This is an optimization exercise on Yosys and OpenROAD, whose aim is small area, a short achievable clock period and few clock cycles per item, not a production implementation.
Where RTL was checked, it was by simulation tests only, not by an equivalence proof against the original.

## lora_rx_decoder
module lora_rx_decoder (
    input  wire        clk,
    input  wire        rst,           
    input  wire        start,
    input  wire [3:0]  cfg_sf,        
    input  wire [3:0]  cfg_ppm,       
    input  wire [2:0]  cfg_rdd,       
    input  wire        cfg_explicit,  
    input  wire        sym_valid,
    output wire        sym_ready,
    input  wire [15:0] sym_data,
    output wire        out_valid,
    input  wire        out_ready,
    output wire [7:0]  out_data
);
Size in the first run: ~1200 cells after synthesis, ~270 flip-flops, about 43 I/O pins.
export LEC_CHECK = 0
export CAP_MARGIN = 20
export CORE_MARGIN = 2
export CORE_UTILIZATION = 40
export SLEW_MARGIN = 20
create_clock -name core_clock -period 9.0 [get_ports {clk}]
standard.sh (not shown) runs the stock make flow with config.mk's settings and CLKGATE_MAP_FILE= SYNTH_SCRIPT=/design/flow/synth_recipe.tcl, a recipe that flattens the netlist after the stock synthesis.
==> flow/flow/run.sh <==
#!/bin/bash
bash standard.sh 'SETUP_SLACK_MARGIN=6.0' 'MATCH_CELL_FOOTPRINT=0' 'BUFFER_PORTS_ARGS=-buffer_cell sky130_fd_sc_hd__buf_2' 'CTS_BUF_LIST=sky130_fd_sc_hd__clkbuf_8' 'CTS_CLUSTER_SIZE=16' 'CTS_CLUSTER_DIAMETER=60' 'ABC_AREA=1' finish > standard.log 2>&1
The first run ran to the end with no violations.
==> next run, changes <==
--- a/flow/design.v
+++ b/flow/design.v
@@ -36,23 +36,20 @@
     reg         q_hdr;
     reg         ov;
     reg  [5:0]  od;
     reg  [7:0]  s;
     reg         widx;
     wire [3:0] ppm_eff = (cfg_ppm == 4'd0) ? cfg_sf : cfg_ppm;
     wire a_free  = ~ov | out_ready;
     wire q_adv   = q_v & a_free;
-    wire qfree   = ~q_v | q_adv;
-    wire take    = cw_v & qfree;
+    wire take    = cw_v & (~q_v | q_adv);
     wire cw_last = (j == pm1);
     wire xfer    = sb_full & (~cw_v | (take & cw_last));
-    wire take0   = sb_full & ~cw_v & qfree;
-    wire tk      = take | take0;
-    wire s1_go   = in_v & (~sb_full | ~cw_v);
+    wire s1_go   = in_v & (~sb_full | xfer);
     wire [2:0] wl1 = ld_hdr ? 3'd7 : (3'd3 + rdd);    
     wire ld_last = (m == wl1);
     reg  rdy;
     assign sym_ready = rdy;
     wire acc = sym_valid & rdy;
     reg  [11:0] below, pa0, pa1, pa2, pa3, cy;
     integer ci;
     always @* begin
@@ -81,21 +78,17 @@
     wire [4:0]  sa    = {1'b0, sh} + 5'd7 - {2'b0, r};
     wire [18:0] Gx    = {G, 7'd0};
     wire [18:0] A     = Gx >> sa;
     wire [11:0] B     = G >> (sf - {1'b0, r});
     reg  [11:0] rot;
     always @* for (ci = 0; ci < 12; ci = ci + 1) rot[ci] = (ci < r) ? B[ci] : A[ci];
     wire [7:0] cw = {cb[7][j], cb[6][j], cb[5][j], cb[4][j],
                      cb[3][j], cb[2][j], cb[1][j], cb[0][j]};
-    wire [7:0] cw0 = {sb[7][0], sb[6][0], sb[5][0], sb[4][0],
-                      sb[3][0], sb[2][0], sb[1][0], sb[0][0]};
-    wire [7:0] cw_in  = take0 ? cw0 : cw;
-    wire       hdr_in = take0 ? first_x : cw_hdr;
-    wire use_key = ~(hdr_in & expl & (take0 | (j < 4'd5)));
+    wire use_key = ~(cw_hdr & expl & (j < 4'd5));
     wire [3:0] key = widx ? {s[0], s[1], s[2], s[3]} : {s[4], s[5], s[6], s[7]};
     wire [2:0] cur_rdd = q_hdr ? 3'd4 : rdd;
     wire b0 = q_cw[0], b1 = q_cw[1], b2 = q_cw[2], b3 = q_cw[3];
     wire b4 = q_cw[4], b5 = q_cw[5], b6 = q_cw[6], b7 = q_cw[7];
     wire p0 = b0 ^ b1 ^ b2 ^ b4;
     wire p1 = b1 ^ b2 ^ b3 ^ b5;
     wire p2 = b0 ^ b1 ^ b3 ^ b6;
     wire p3 = b0 ^ b2 ^ b3 ^ b7;
@@ -144,25 +137,25 @@
         end
         if (s1_go)
             sb[m] <= rot;
         for (i = 0; i < 8; i = i + 1)
             if (xfer)
                 cb[i] <= sb[i];
         if (q_adv)
             od <= {dec_b, dec_e, dec_d};
-        if (tk) begin
-            q_cw  <= cw_in;
+        if (take) begin
+            q_cw  <= cw;
             q_key <= use_key ? key : 4'd0;
-            q_hdr <= hdr_in;
+            q_hdr <= cw_hdr;
         end
     end
     wire in_v_n    = acc | (in_v & ~s1_go);
     wire sb_full_n = (s1_go & ld_last) | (sb_full & ~xfer);
-    wire cw_v_n    = xfer ? ~(take0 & (pm1 == 4'd0)) : (cw_v & ~(take & cw_last));
+    wire cw_v_n    = xfer | (cw_v & ~(take & cw_last));
     always @(posedge clk) begin
         if (rst | start)
             rdy <= ~rst;
         else
             rdy <= ~in_v_n | ~sb_full_n | ~cw_v_n;
         if (start) begin
             sh   <= (cfg_ppm == 4'd0) ? 4'd0 : cfg_sf - cfg_ppm;
             sf   <= cfg_sf;
@@ -199,31 +192,31 @@
                     r <= ({1'b0, r} == pm1) ? 3'd0 : r + 3'd1;
                 end
             end
             if (s1_go & ld_last)
                 sb_full <= 1'b1;
             else if (xfer)
                 sb_full <= 1'b0;
             if (xfer) begin
-                cw_v    <= ~(take0 & (pm1 == 4'd0));
+                cw_v    <= 1'b1;
                 cw_hdr  <= first_x;
                 first_x <= 1'b0;
-                j       <= take0 ? 4'd1 : 4'd0;
+                j       <= 4'd0;
             end else if (take) begin
                 if (cw_last)
                     cw_v <= 1'b0;
                 j <= j + 4'd1;
             end
             if (a_free)
                 ov <= q_adv;
-            if (tk)
+            if (take)
                 q_v <= 1'b1;
             else if (q_adv)
                 q_v <= 1'b0;
-            if (tk & use_key) begin
+            if (take & use_key) begin
                 if (widx)
                     s <= {s[0] ^ s[2] ^ s[3] ^ s[4], s[7:1]};
                 widx <= ~widx;
             end
         end
     end
 endmodule
After rerunning: Synthesized area drops by 0.69%; count of clock-buffer cells in the layout climbs by 1; non-clock buffer count drops by 15; cell area drops by 0.54%; die area drops by about 0.7%; global-route usage drops by 0.33 points; sequential share of layout area climbs by 0.29 points.
Testbench counts after the change, summed over its fixed seeds: cycles 8,128, bytes 6,173.
The RTL of the first run of this note was laid out without a check of its function.

## re-timing with driven ports
No port has a modelled driver above. Below, the same layouts with a new extraction and two added sets of constraints.
Step 1: set_driving_cell puts a clkbuf_16 on clk and a buf_2 on each other input, an assumption about the parent block.
Step 2, shift: input delay + t, output delay - t, t = (earliest + latest rising clock arrival at the registers) / 2. This alone moves slack from input paths to output paths.
Slacks: ideal / step 1 / step 2; pairs: ideal / step 1.
run | t, ns | setup slack, ns | worst register clock-pin slew, ns | pins driven straight from the clock port
the first run | 0.585 | 6.094 / 6.083 / 5.526 | 0.10 / 0.10 | 1
the second run | 0.603 | 6.044 / 6.054 / 5.451 | 0.10 / 0.10 | 1
After both steps setup and hold are still met in every run listed. The setup slack of the second run, which loses most, moves by +0.010 ns with the drivers and by -0.593 ns with both steps.
